Source: an optimization exercise on an open RTL-to-GDS flow (aim: small area, a short achievable clock period and few clock cycles). Production flows keep margins and buffers that such runs may drop. In this exercise RTL edits were held to simulation tests only and were not proved equivalent to the original. Power and IR drop assume default switching activity.

==> design.v <==
module lwc_spe (
    input  wire       clk,
    input  wire       rst,             
    input  wire       req_valid,
    output wire       req_ready,
    input  wire [1:0] req_op,          
    input  wire [7:0] req_in_len,
    input  wire [7:0] req_key_len,
    input  wire [7:0] req_ad_len,
    input  wire [7:0] req_nonce_len,   
    output reg  [1:0] buf_sel,         
    output reg  [7:0] buf_addr,
    input  wire [7:0] buf_data,
    output wire       res_valid,
    input  wire       res_ready,
    output wire [7:0] res_data,
    output wire       rsp_valid,
    input  wire       rsp_ready,
    output reg        rsp_ok,
    output reg  [3:0] rsp_err_class,
    output reg  [3:0] rsp_err_stage,
    output reg  [7:0] rsp_err_code,
    output wire       rsp_err_known,
    output reg        rsp_trace_valid,
    output reg        rsp_flags_valid,
    output reg        rsp_key_is_done,
    output reg        rsp_input_min_len,
    output wire       tx_valid,
    input  wire       tx_ready,
    output reg  [7:0] tx_data,
    output wire       tx_last,
    output wire       link_flush,
    input  wire       rx_valid,
    output wire       rx_ready,
    input  wire [7:0] rx_data,
    input  wire       rx_last,
    input  wire       rx_empty,        
    output wire       inst_arm,
    output wire       cap_req,
    input  wire       cap_done,
    input  wire       cap_timeout,
    output wire       inst_trace,
    output wire       ent_req,
    input  wire [7:0] ent_data
);
    localparam [7:0] MAX_INPUT_LEN  = 8'd200;
    localparam [7:0] KEY_LEN        = 8'd32;
    localparam [7:0] MAX_AD_LEN     = 8'd160;
    localparam [4:0] NONCE_LEN      = 5'd16;
    localparam [7:0] CHUNK_SIZE     = 8'd100;
    localparam [8:0] MAX_RESULT_LEN = 9'd128;
    localparam [1:0] OP_ENC = 2'd0, OP_DEC = 2'd1, OP_HASH = 2'd2, OP_STATUS = 2'd3;
    localparam [7:0] T_I = 8'h69, T_K = 8'h6B, T_A = 8'h61, T_P = 8'h70, T_H = 8'h68,
                     T_S = 8'h73, T_R = 8'h72, T_E = 8'h65, T_T = 8'h74;
    localparam [3:0] C_PROTOCOL = 4'd1, C_CONFIG_LENGTH = 4'd2, C_LOCAL_TIMEOUT = 4'd3,
                     C_UNEXPECTED_TAG = 4'd4, C_RESULT_LENGTH = 4'd5,
                     C_INSTRUMENT_TIMEOUT = 4'd6, C_MALFORMED_FRAME = 4'd7,
                     C_RESULT_OVERFLOW = 4'd9, C_ERROR_FRAME_ZERO = 4'd10;
    localparam [3:0] G_SET_INPUT = 4'd1, G_SET_KEY = 4'd2, G_SET_AD = 4'd3,
                     G_PERFORM = 4'd4, G_FETCH_RESULT = 4'd5, G_FINAL_ACK = 4'd6,
                     G_STATUS_QUERY = 4'd7, G_STATUS_ACK = 4'd8, G_CAPTURE = 4'd9;
    localparam [3:0] M_FLUSH = 4'd0, M_UP_IN = 4'd1, M_UP_KEY = 4'd2, M_UP_AD = 4'd3,
                     M_NONCE = 4'd4, M_ARM = 4'd5, M_PERFORM = 4'd6, M_DRAIN = 4'd7,
                     M_FINAL_ACK = 4'd8, M_CAPTURE = 4'd9, M_TRACE = 4'd10,
                     M_COMPLETE = 4'd11, M_SEND_STATUS = 4'd12, M_READ_STATUS = 4'd13,
                     M_STATUS_ACK = 4'd14;
    localparam [3:0] S_IDLE = 4'd0, S_DISPATCH = 4'd1, S_FLUSH = 4'd2, S_CHECK = 4'd3,
                     S_TX = 4'd4, S_RX = 4'd5, S_EVAL = 4'd6, S_NONCE = 4'd7,
                     S_ARM = 4'd8, S_CAPTURE = 4'd9, S_TRACE = 4'd10,
                     S_RESULT = 4'd11, S_RSP = 4'd12;
    localparam PH_CLEAR = 1'b0, PH_APPEND = 1'b1;
    localparam [1:0] RK_ACK = 2'd0, RK_DRAIN = 2'd1, RK_STATUS = 2'd2;
    localparam [1:0] SRC_NONE = 2'd0, SRC_BUF = 2'd1, SRC_NONCE_REG = 2'd2;
    function [3:0] program_step;
        input [1:0] op;
        input [3:0] pc;
        begin
            program_step = M_COMPLETE;
            case (op)
                OP_ENC: case (pc)
                    4'd0: program_step = M_FLUSH;
                    4'd1: program_step = M_UP_IN;
                    4'd2: program_step = M_UP_KEY;
                    4'd3: program_step = M_UP_AD;
                    4'd4: program_step = M_NONCE;
                    4'd5: program_step = M_ARM;
                    4'd6: program_step = M_PERFORM;
                    4'd7: program_step = M_DRAIN;
                    4'd8: program_step = M_FINAL_ACK;
                    4'd9: program_step = M_CAPTURE;
                    4'd10: program_step = M_TRACE;
                    default: program_step = M_COMPLETE;
                endcase
                OP_DEC: case (pc)
                    4'd0: program_step = M_FLUSH;
                    4'd1: program_step = M_UP_IN;
                    4'd2: program_step = M_UP_KEY;
                    4'd3: program_step = M_UP_AD;
                    4'd4: program_step = M_NONCE;
                    4'd5: program_step = M_PERFORM;
                    4'd6: program_step = M_DRAIN;
                    4'd7: program_step = M_FINAL_ACK;
                    default: program_step = M_COMPLETE;
                endcase
                OP_HASH: case (pc)
                    4'd0: program_step = M_FLUSH;
                    4'd1: program_step = M_UP_IN;
                    4'd2: program_step = M_ARM;
                    4'd3: program_step = M_PERFORM;
                    4'd4: program_step = M_DRAIN;
                    4'd5: program_step = M_FINAL_ACK;
                    4'd6: program_step = M_CAPTURE;
                    4'd7: program_step = M_TRACE;
                    default: program_step = M_COMPLETE;
                endcase
                default: case (pc)
                    4'd0: program_step = M_FLUSH;
                    4'd1: program_step = M_SEND_STATUS;
                    4'd2: program_step = M_READ_STATUS;
                    4'd3: program_step = M_STATUS_ACK;
                    default: program_step = M_COMPLETE;
                endcase
            endcase
        end
    endfunction
    reg  [3:0] st;
    reg  [1:0] op;
    reg  [3:0] pc;
    reg  [3:0] macro;         
    reg  [7:0] in_len, key_len, ad_len, nonce_len;
    reg  [7:0] nonce_reg [0:15];
    reg  [4:0] ent_cnt;
    reg  [1:0] role;          
    reg        seg_phase;
    reg  [7:0] seg_off;
    reg  [7:0] tx_cmd, tx_scmd, tx_len, tx_base;
    reg  [1:0] tx_src;
    reg  [8:0] tx_idx;
    reg  [1:0] rk;
    reg  [7:0] raw_cnt;       
    reg  [7:0] rx_cmd, rx_b3, rx_b4;
    reg  [7:0] d1, d2;        
    reg        rx_filled;
    reg  [7:0] rx_len;        
    reg  [7:0] pay_cnt;       
    reg        ovf;
    reg  [7:0] res_mem [0:127];
    reg  [8:0] res_len;
    reg  [7:0] nchunk;
    reg  [8:0] res_idx;
    reg [7:0] role_len, role_max, role_tag;
    reg [3:0] role_stage;
    always @(*) begin
        case (role)
            2'd0: begin role_len = in_len;  role_max = MAX_INPUT_LEN; role_tag = T_I; role_stage = G_SET_INPUT; end
            2'd1: begin role_len = key_len; role_max = KEY_LEN;       role_tag = T_K; role_stage = G_SET_KEY;   end
            default: begin role_len = ad_len; role_max = MAX_AD_LEN;  role_tag = T_A; role_stage = G_SET_AD;    end
        endcase
    end
    wire [7:0] remaining = role_len - seg_off;
    wire [7:0] chunk     = (remaining > CHUNK_SIZE) ? CHUNK_SIZE : remaining;
    reg [3:0] cur_stage;
    always @(*) begin
        case (macro)
            M_UP_IN:       cur_stage = G_SET_INPUT;
            M_UP_KEY:      cur_stage = G_SET_KEY;
            M_UP_AD:       cur_stage = G_SET_AD;
            M_PERFORM:     cur_stage = G_PERFORM;
            M_DRAIN:       cur_stage = G_FETCH_RESULT;
            M_FINAL_ACK:   cur_stage = G_FINAL_ACK;
            M_SEND_STATUS: cur_stage = G_STATUS_QUERY;
            M_READ_STATUS: cur_stage = G_STATUS_QUERY;
            M_STATUS_ACK:  cur_stage = G_STATUS_ACK;
            M_CAPTURE:     cur_stage = G_CAPTURE;
            default:       cur_stage = 4'd0;
        endcase
    end
    assign req_ready  = (st == S_IDLE);
    assign link_flush = (st == S_FLUSH);
    assign inst_arm   = (st == S_ARM);
    assign inst_trace = (st == S_TRACE);
    assign cap_req    = (st == S_CAPTURE);
    assign ent_req    = (st == S_NONCE) && (nonce_len == 8'd0) && (ent_cnt != NONCE_LEN);
    assign rx_ready   = (st == S_RX);
    assign tx_valid   = (st == S_TX);
    assign tx_last    = (tx_idx == {1'b0, tx_len} + 9'd2);
    assign res_valid  = (st == S_RESULT) && (res_idx != res_len);
    assign res_data   = res_mem[res_idx[6:0]];
    assign rsp_valid  = (st == S_RSP);
    assign rsp_err_known = (rsp_err_class == C_PROTOCOL) &&
                           (rsp_err_code >= 8'h01) && (rsp_err_code <= 8'h05);
    wire [8:0] pay_idx = tx_idx - 9'd3;
    always @(*) begin
        buf_sel  = (tx_src == SRC_BUF && macro == M_PERFORM) ? 2'd3 : role;
        buf_addr = tx_base + pay_idx[7:0];
        case (tx_idx)
            9'd0:    tx_data = tx_cmd;
            9'd1:    tx_data = tx_scmd;
            9'd2:    tx_data = tx_len;
            default: tx_data = (tx_src == SRC_NONCE_REG) ? nonce_reg[pay_idx[3:0]] : buf_data;
        endcase
    end
    wire       rx_beat  = rx_valid && rx_ready;
    wire       rx_end   = rx_beat && (rx_empty || rx_last);
    wire [8:0] wr_pos   = res_len + {1'b0, pay_cnt};
    integer i;
    task fail;
        input [3:0] cls;
        input [3:0] stg;
        input [7:0] code;
        begin
            rsp_ok        <= 1'b0;
            rsp_err_class <= cls;
            rsp_err_stage <= stg;
            rsp_err_code  <= code;
            rsp_trace_valid   <= 1'b0;
            rsp_flags_valid   <= 1'b0;
            rsp_key_is_done   <= 1'b0;
            rsp_input_min_len <= 1'b0;
            st <= S_RSP;
        end
    endtask
    task advance;
        begin
            pc <= pc + 4'd1;
            st <= S_DISPATCH;
        end
    endtask
    task start_read;
        input [1:0] kind;
        begin
            rk        <= kind;
            raw_cnt   <= 8'd0;
            rx_cmd    <= 8'd0;
            rx_b3     <= 8'd0;
            rx_b4     <= 8'd0;
            pay_cnt   <= 8'd0;
            ovf       <= 1'b0;
            st        <= S_RX;
        end
    endtask
    task start_send;
        input [7:0] cmd;
        input [7:0] scmd;
        input [7:0] len;
        input [1:0] src;
        input [7:0] base;
        begin
            tx_cmd  <= cmd;
            tx_scmd <= scmd;
            tx_len  <= len;
            tx_src  <= src;
            tx_base <= base;
            tx_idx  <= 9'd0;
            st      <= S_TX;
        end
    endtask
    always @(posedge clk) begin
        if (rst) begin
            st <= S_IDLE;
            op <= 2'd0;
            pc <= 4'd0;
            macro <= M_FLUSH;
            role <= 2'd0;
            seg_phase <= PH_CLEAR;
            seg_off <= 8'd0;
            tx_idx <= 9'd0;
            tx_len <= 8'd0;
            tx_base <= 8'd0;
            tx_src <= SRC_NONE;
            res_len <= 9'd0;
            res_idx <= 9'd0;
            nchunk <= 8'd0;
            ent_cnt <= 5'd0;
            rsp_ok <= 1'b0;
            rsp_err_class <= 4'd0;
            rsp_err_stage <= 4'd0;
            rsp_err_code <= 8'd0;
            rsp_trace_valid <= 1'b0;
            rsp_flags_valid <= 1'b0;
            rsp_key_is_done <= 1'b0;
            rsp_input_min_len <= 1'b0;
        end else begin
            case (st)
            S_IDLE: if (req_valid) begin
                op        <= req_op;
                in_len    <= req_in_len;
                key_len   <= req_key_len;
                ad_len    <= req_ad_len;
                nonce_len <= req_nonce_len;
                pc        <= 4'd0;
                res_len   <= 9'd0;
                nchunk    <= 8'd0;
                rsp_ok        <= 1'b0;
                rsp_err_class <= 4'd0;
                rsp_err_stage <= 4'd0;
                rsp_err_code  <= 8'd0;
                rsp_trace_valid   <= 1'b0;
                rsp_flags_valid   <= 1'b0;
                rsp_key_is_done   <= 1'b0;
                rsp_input_min_len <= 1'b0;
                st <= S_DISPATCH;
            end
            S_DISPATCH: begin
                macro <= program_step(op, pc);
                case (program_step(op, pc))
                    M_FLUSH:  st <= S_FLUSH;
                    M_UP_IN:  begin role <= 2'd0; seg_off <= 8'd0; st <= S_CHECK; end
                    M_UP_KEY: begin role <= 2'd1; seg_off <= 8'd0; st <= S_CHECK; end
                    M_UP_AD:  begin role <= 2'd2; seg_off <= 8'd0; st <= S_CHECK; end
                    M_NONCE:  begin ent_cnt <= 5'd0; st <= S_NONCE; end
                    M_ARM:    st <= S_ARM;
                    M_PERFORM: begin
                        if (op == OP_HASH)
                            start_send(T_H, 8'h00, 8'd0, SRC_NONE, 8'd0);
                        else if (nonce_len == 8'd0)
                            start_send(T_P, (op == OP_ENC) ? 8'h01 : 8'h00,
                                       {3'd0, NONCE_LEN}, SRC_NONCE_REG, 8'd0);
                        else
                            start_send(T_P, (op == OP_ENC) ? 8'h01 : 8'h00,
                                       nonce_len, SRC_BUF, 8'd0);
                    end
                    M_DRAIN: begin
                        res_len <= 9'd0;
                        nchunk  <= 8'd0;
                        start_read(RK_DRAIN);
                    end
                    M_FINAL_ACK:   start_read(RK_ACK);
                    M_CAPTURE:     st <= S_CAPTURE;
                    M_TRACE:       st <= S_TRACE;
                    M_SEND_STATUS: start_send(T_S, 8'h00, 8'd0, SRC_NONE, 8'd0);
                    M_READ_STATUS: start_read(RK_STATUS);
                    M_STATUS_ACK:  start_read(RK_ACK);
                    default: begin
                        rsp_ok <= 1'b1;
                        rsp_trace_valid <= (op == OP_ENC) || (op == OP_HASH);
                        rsp_flags_valid <= (op == OP_STATUS);
                        res_idx <= 9'd0;
                        if (op == OP_STATUS) begin
                            res_len <= 9'd0;
                            st <= S_RSP;
                        end else begin
                            st <= S_RESULT;
                        end
                    end
                endcase
            end
            S_FLUSH: advance();
            S_ARM: advance();
            S_TRACE: advance();
            S_CHECK: begin
                if (role_len > role_max) begin
                    fail(C_CONFIG_LENGTH, role_stage, 8'h00);
                end else begin
                    seg_phase <= PH_CLEAR;
                    start_send(role_tag, 8'h01, 8'd0, SRC_NONE, 8'd0);
                end
            end
            S_NONCE: begin
                if (nonce_len != 8'd0 || ent_cnt == NONCE_LEN) begin
                    advance();
                end else begin
                    nonce_reg[ent_cnt[3:0]] <= ent_data;
                    ent_cnt <= ent_cnt + 5'd1;
                end
            end
            S_TX: if (tx_ready) begin
                tx_idx <= tx_idx + 9'd1;
                if (tx_last) begin
                    case (macro)
                        M_PERFORM:     advance();
                        M_SEND_STATUS: advance();
                        default: begin
                            if (seg_phase == PH_APPEND)
                                seg_off <= seg_off + tx_len;
                            start_read(RK_ACK);
                        end
                    endcase
                end
            end
            S_RX: if (rx_beat) begin
                if (rx_empty) begin
                    rx_filled <= 1'b0;
                    rx_len    <= 8'd0;
                    st        <= S_EVAL;
                end else begin
                    if (raw_cnt != 8'hFF)
                        raw_cnt <= raw_cnt + 8'd1;
                    if (raw_cnt == 8'd1) rx_cmd <= rx_data;
                    if (raw_cnt == 8'd3) rx_b3  <= rx_data;
                    if (raw_cnt == 8'd4) rx_b4  <= rx_data;
                    d1 <= rx_data;
                    d2 <= d1;
                    if (rk == RK_DRAIN && rx_cmd == T_R && raw_cnt >= 8'd5) begin
                        if (wr_pos < MAX_RESULT_LEN) begin
                            res_mem[wr_pos[6:0]] <= d2;
                            pay_cnt <= pay_cnt + 8'd1;
                        end else begin
                            ovf <= 1'b1;
                        end
                    end
                    if (rx_last) begin
                        rx_filled <= (raw_cnt >= 8'd3);
                        rx_len    <= (raw_cnt == 8'hFF) ? 8'hFF : raw_cnt + 8'd1;
                        st        <= S_EVAL;
                    end
                end
            end
            S_EVAL: begin
                if (!rx_filled) begin
                    fail(C_LOCAL_TIMEOUT, cur_stage, 8'h00);
                end else begin
                    case (rk)
                    RK_ACK: begin
                        if (rx_cmd != T_E)
                            fail(C_UNEXPECTED_TAG, cur_stage, rx_cmd);
                        else if (rx_len < 8'd6)
                            fail(C_MALFORMED_FRAME, cur_stage, rx_cmd);
                        else if (rx_b3 != 8'h00)
                            fail(C_PROTOCOL, cur_stage, rx_b3);
                        else if (macro == M_UP_IN || macro == M_UP_KEY || macro == M_UP_AD) begin
                            if (seg_off == role_len) begin
                                advance();
                            end else begin
                                seg_phase <= PH_APPEND;
                                start_send(role_tag, 8'h00, chunk, SRC_BUF, seg_off);
                            end
                        end else begin
                            advance();
                        end
                    end
                    RK_DRAIN: begin
                        case (rx_cmd)
                        T_R: begin
                            if (ovf) begin
                                fail(C_RESULT_OVERFLOW, G_FETCH_RESULT, T_R);
                            end else begin
                                res_len <= res_len + {1'b0, pay_cnt};
                                nchunk  <= nchunk + 8'd1;
                                start_read(RK_DRAIN);
                            end
                        end
                        T_T: begin
                            if (rx_len < 8'd6)
                                fail(C_MALFORMED_FRAME, G_FETCH_RESULT, T_T);
                            else if (rx_b3 != nchunk)
                                fail(C_RESULT_LENGTH, G_FETCH_RESULT, rx_b3);
                            else
                                advance();
                        end
                        T_E: begin
                            if (rx_len < 8'd6)
                                fail(C_MALFORMED_FRAME, G_FETCH_RESULT, T_E);
                            else if (rx_b3 != 8'h00)
                                fail(C_PROTOCOL, G_FETCH_RESULT, rx_b3);
                            else
                                fail(C_ERROR_FRAME_ZERO, G_FETCH_RESULT, 8'h00);
                        end
                        default: fail(C_UNEXPECTED_TAG, G_FETCH_RESULT, rx_cmd);
                        endcase
                    end
                    default: begin
                        case (rx_cmd)
                        T_R: begin
                            if (rx_len < 8'd7) begin
                                fail(C_MALFORMED_FRAME, G_STATUS_QUERY, T_R);
                            end else begin
                                rsp_key_is_done   <= (rx_b3 != 8'h00);
                                rsp_input_min_len <= (rx_b4 != 8'h00);
                                advance();
                            end
                        end
                        T_E: begin
                            if (rx_len < 8'd6)
                                fail(C_MALFORMED_FRAME, G_STATUS_QUERY, T_E);
                            else if (rx_b3 != 8'h00)
                                fail(C_PROTOCOL, G_STATUS_QUERY, rx_b3);
                            else
                                fail(C_ERROR_FRAME_ZERO, G_STATUS_QUERY, 8'h00);
                        end
                        default: fail(C_UNEXPECTED_TAG, G_STATUS_QUERY, rx_cmd);
                        endcase
                    end
                    endcase
                end
            end
            S_CAPTURE: if (cap_done) begin
                if (cap_timeout)
                    fail(C_INSTRUMENT_TIMEOUT, G_CAPTURE, 8'h00);
                else
                    advance();
            end
            S_RESULT: begin
                if (res_idx == res_len)
                    st <= S_RSP;
                else if (res_ready)
                    res_idx <= res_idx + 9'd1;
            end
            S_RSP: if (rsp_ready) st <= S_IDLE;
            default: st <= S_IDLE;
            endcase
        end
    end
endmodule
==> run.sh <==
#!/bin/bash
# synth_recipe.tcl (not shown) runs the flow's synth.tcl, then flattens the netlist and writes it again
# the make line also repeats each setting of config.mk as NAME=value (left out here)
make -C /OpenROAD-flow-scripts/flow DESIGN_CONFIG=/design/flow/config.mk WORK_HOME=/design/flow/orfs CLKGATE_MAP_FILE= SYNTH_SCRIPT=/design/flow/synth_recipe.tcl finish
==> config.mk <==
export PLATFORM = sky130hd
export DESIGN_NAME = lwc_spe
export DESIGN_NICKNAME = lwc_spe
export VERILOG_FILES = /design/flow/design.v
export SDC_FILE = /design/flow/constraint.sdc
export NUM_CORES = 4
export LEC_CHECK = 0
export CAP_MARGIN = 20
export CORE_MARGIN = 2
export CORE_UTILIZATION = 40
export SLEW_MARGIN = 20
==> constraint.sdc <==
create_clock -name core_clock -period 7.0 [get_ports {clk}]
set_input_delay 1.4000 -clock core_clock [delete_from_list [all_inputs] [get_ports {clk}]]
set_output_delay 1.4000 -clock core_clock [all_outputs]
set_load 0.01 [all_outputs]
==> results.toml <==
[synthesis]
synthesis.nets = 3357
synth_area_per_cell_sq_um = 17.8
synth_seq_cells = 1384
syn_warnings = 1
synth-edff-count = 1257
synth-async-reset-ratio_pct = 0
synthDistinctLibCells = 95
post_synth_inst_count = 3228
synth_area_sq_mm = 0.0575
synth_flop_cell = "sky130_fd_sc_hd__edfxtp_1"
synth_seq_area_share_pct = 70.0

[worst_setup_path]
critPathLaunchType = "register"
endpoint_kind = "primary output"
critPathKind = "reg2out"
required_ns = 5.60
critical_path_peak_fanout = 58
ff2ff_setup_slack_ns = 1.83
timing.critical_path.arrival_ns = 4.68

[grt]
vias_in_the_first_global_route = 31197
grt_max_degree = 105
grt_first_pass_wirelength_mm = 211
globalRoute.totalOverflow = 0
grt_antenna_before_repair = 6
all_layer_global_routing_usage_pct = 19.4

[routing]
drt_pre_antenna_iters = 5
detail_route.iter0.violations = 3221
route.detailed.vias_per_inst = 5.67
vias = 31107
postRouteWirelength_mm = 142
drt_drc_violations_left = 0
antenna_violating_nets_post_route = 0
routed_wire_length_per_instance_um = 25.9

[floorplan]
floorplan.io_pins = 128
die_h_um = 383
die_width_um = 383
die_area_sq_mm = 0.147
placeableCoreArea_sq_mm = 0.143
row_count = 139
initial_utilization_pct = 40.2

[sta]
timing.slew.headroom_pct = 21.1
period_needed_ns = 6.08
setup_slack_ns = 0.915
rsz0062_at_grt = "false"
report.final.setup_viol = 0
fmax_mhz = 164
crit_share_post_route_pct = 86.9
skew_ns = 0.0440
fin_setup_tns_ns = 0
hold_viol = 0
report.final.slew_viol_count = 0
finalHoldWorstSlack_ns = 0.421
tightestPinTransition_ns = 1.18

[final_layout]
final.fill_count = 12024
post_layout_nonfiller_instances = 5484
finalCoreUtilization_pct = 46.5
layout-area-overhead-vs-synth_pct = 15.7
finalNetCount = 3593
final_cell_mix = "sky130_fd_sc_hd__edfxtp_1, sky130_fd_sc_hd__mux4_2, sky130_fd_sc_hd__nor2_1"
fin_area_sq_mm = 0.0666
number_of_flip_flops_in_the_largest_register = 1024
post_route_cells_drive_above_1_share_pct = 22.9
most_common_library_cell_in_the_layout_ignoring_fill_and_taps = "sky130_fd_sc_hd__edfxtp_1"

[pwr]
vdd.ir_drop.worst_v = 0.000235
p_int_mw = 14.7
seqPwrFrac_pct = 47.4
total_leakage_power_nw = 20.6
total_switching_power_mw = 5.25
p_per_area_mw_per_mm2 = 299
p_total_mw = 19.9
power.combinational.fraction_pct = 13.9
clockPowerShare_pct = 38.7
sw_share_pct = 26.4

[cts]
cts.root.buffer_cell = "sky130_fd_sc_hd__clkbuf_16"
clock_insertion_delay_worst_skew_ns = 0.78
number_of_buffers_inserted_during_clock_tree_synthesis = 146
cts_max_path_buffers = 3
cts_resized = 0
postCtsSetupRepairBufs = 0
cts.hold.buffers_added = 0
cts.clk_slew.worst_paths_ns = 0.06
cts_tree = "built"
clock-sinks = 1384
clock_tree.htree_level_count = 4

[place]
detailedPlacementHpwl_mm = 90.6
dpl_worst_slack_ns = 1.62
cell_area_after_placement_sq_mm = 0.0617
io_buffer_count = 127
place_inst = 5218
gpl.final_weighted_congestion = 0.837

[hold_path]
min-delay-path-class = "reg2reg"

[outcome]
status = "timing/DRC/antenna clean"

[flow_run]
max_cap_viol_count = 0
==> worst paths after layout <==
path / start / endpoint / depth (start not counted)
max: register / res_data[4] / 6
min: d1[3] / d2[3] / 0
max reg2reg: pay_cnt[0] / res_mem[58][7] / 11
min reg2reg: d1[3] / d2[3] / 0
==> final cells by class <==
type	instances	area, sq um	share of cell area [%]
Sequential cell	1384	40300	60.6
Multi-Input combinational cell	1616	16500	24.8
Clock buffer	186	3810	5.73
Timing Repair Buffer	270	2430	3.65
Tap cell	1903	2380	3.58
Clock inverter	77	968	1.45
Inverter	46	175	0.263
Antenna cell	2	5.00	0.00752
==> power groups by stage <==
stage / Sequential, mW / Combinational (mW) / Clock [mW]
floorplan: 9.49 / 2.02 / 0
global placement: 9.61 / 2.73 / 0
detailed placement: 9.61 / 2.75 / 0
finish: 9.44 / 2.77 / 7.70
CTS: 9.44 / 2.76 / 7.85
global route: 9.47 / 3.02 / 8.19
==> cell usage after synthesis (9+ instances only) <==
master	instances	area, sq um
sky130_fd_sc_hd__edfxtp_1	1257	37700
sky130_fd_sc_hd__mux4_2	376	8470
sky130_fd_sc_hd__nor2_1	187	702
sky130_fd_sc_hd__nor3_1	171	856
sky130_fd_sc_hd__dfxtp_1	127	2540
sky130_fd_sc_hd__nand2_1	115	432
sky130_fd_sc_hd__a21oi_1	98	490
sky130_fd_sc_hd__clkbuf_1	79	297
sky130_fd_sc_hd__o21ai_0	67	335
sky130_fd_sc_hd__buf_2	64	320
sky130_fd_sc_hd__nand3_1	59	295
sky130_fd_sc_hd__ha_1	56	701
sky130_fd_sc_hd__xor2_1	47	412
sky130_fd_sc_hd__xnor2_1	46	403
sky130_fd_sc_hd__inv_1	43	161
sky130_fd_sc_hd__mux2i_1	32	320
sky130_fd_sc_hd__buf_1	30	113
sky130_fd_sc_hd__nand2b_1	24	150
sky130_fd_sc_hd__nand4_1	22	138
sky130_fd_sc_hd__a22oi_1	19	143
sky130_fd_sc_hd__nor4_1	18	113
sky130_fd_sc_hd__nor2b_1	17	106
sky130_fd_sc_hd__and2_1	16	100
sky130_fd_sc_hd__a211oi_1	15	113
sky130_fd_sc_hd__a21o_1	13	97.6
sky130_fd_sc_hd__o22ai_1	13	81.3
sky130_fd_sc_hd__or3_1	12	75.1
sky130_fd_sc_hd__and3_1	11	68.8
sky130_fd_sc_hd__o21a_1	11	82.6
sky130_fd_sc_hd__o31ai_1	11	82.6
sky130_fd_sc_hd__a31oi_1	9	56.3
sky130_fd_sc_hd__nand3b_1	9	67.6
sky130_fd_sc_hd__or4_1	9	67.6
==> metal layers <==
| metal | wire length [um] | up-vias | global-route usage [%] |
|---|---|---|---|
| li1 | - | 13555 | - |
| met1 | 59900 | 16216 | 26.8 |
| met2 | 69000 | 1109 | 31.4 |
| met3 | 9480 | 225 | 3.46 |
| met4 | 3730 | 2 | 5.80 |
| met5 | 58 | - | 0 |
==> critical path, cell delays in order (launching register included) <==
cell and delay (ns):
sky130_fd_sc_hd__dfxtp_4 0.83, sky130_fd_sc_hd__buf_12 0.47, sky130_fd_sc_hd__mux4_2 0.57, sky130_fd_sc_hd__mux4_2 0.53, sky130_fd_sc_hd__mux4_2 0.58, sky130_fd_sc_hd__mux2_2 0.33, sky130_fd_sc_hd__clkdlybuf4s50_1 0.48
==> logic make-up after synthesis <==
group	share of synthesized area (%)
AOI/OAI and AO/OA	3.84
xor gates and xnor gates	1.42
adders and majority gates	1.36
buffers and inverters	1.70
DFF	70.0
muxes	15.5
and+or+nand+nor	6.21
Testbench counts, summed over its fixed seeds: cycles 82,561.

port drivers added, routing unchanged:
The results above use ideal ports. As a check the final layout listed here was re-extracted and re-timed, cells and wires unchanged.
Step 1 assumes that a clkbuf_16 drives the clock port and a buf_2 every other input.
Step 2 moves the port delays by t, midway between the first and last clock arrival at a register: inputs arrive t later, outputs are due t later. That takes back most of the time a late clock gives input paths.
Slacks: no drivers / after step 1 / after step 2; pairs: no drivers / after step 1.
shift t [ns]: 0.831
setup WS [ns]: 0.915 / 0.844 / 1.674
worst setup path at the end: register to output
latest minus earliest clock arrival (ns): 0.045 / 0.045
worst slew at a driven data input, ns: 0.10
After both steps this run still meets setup and hold. The setup slack of this run moves by -0.071 ns with the drivers and by +0.759 ns with both steps.
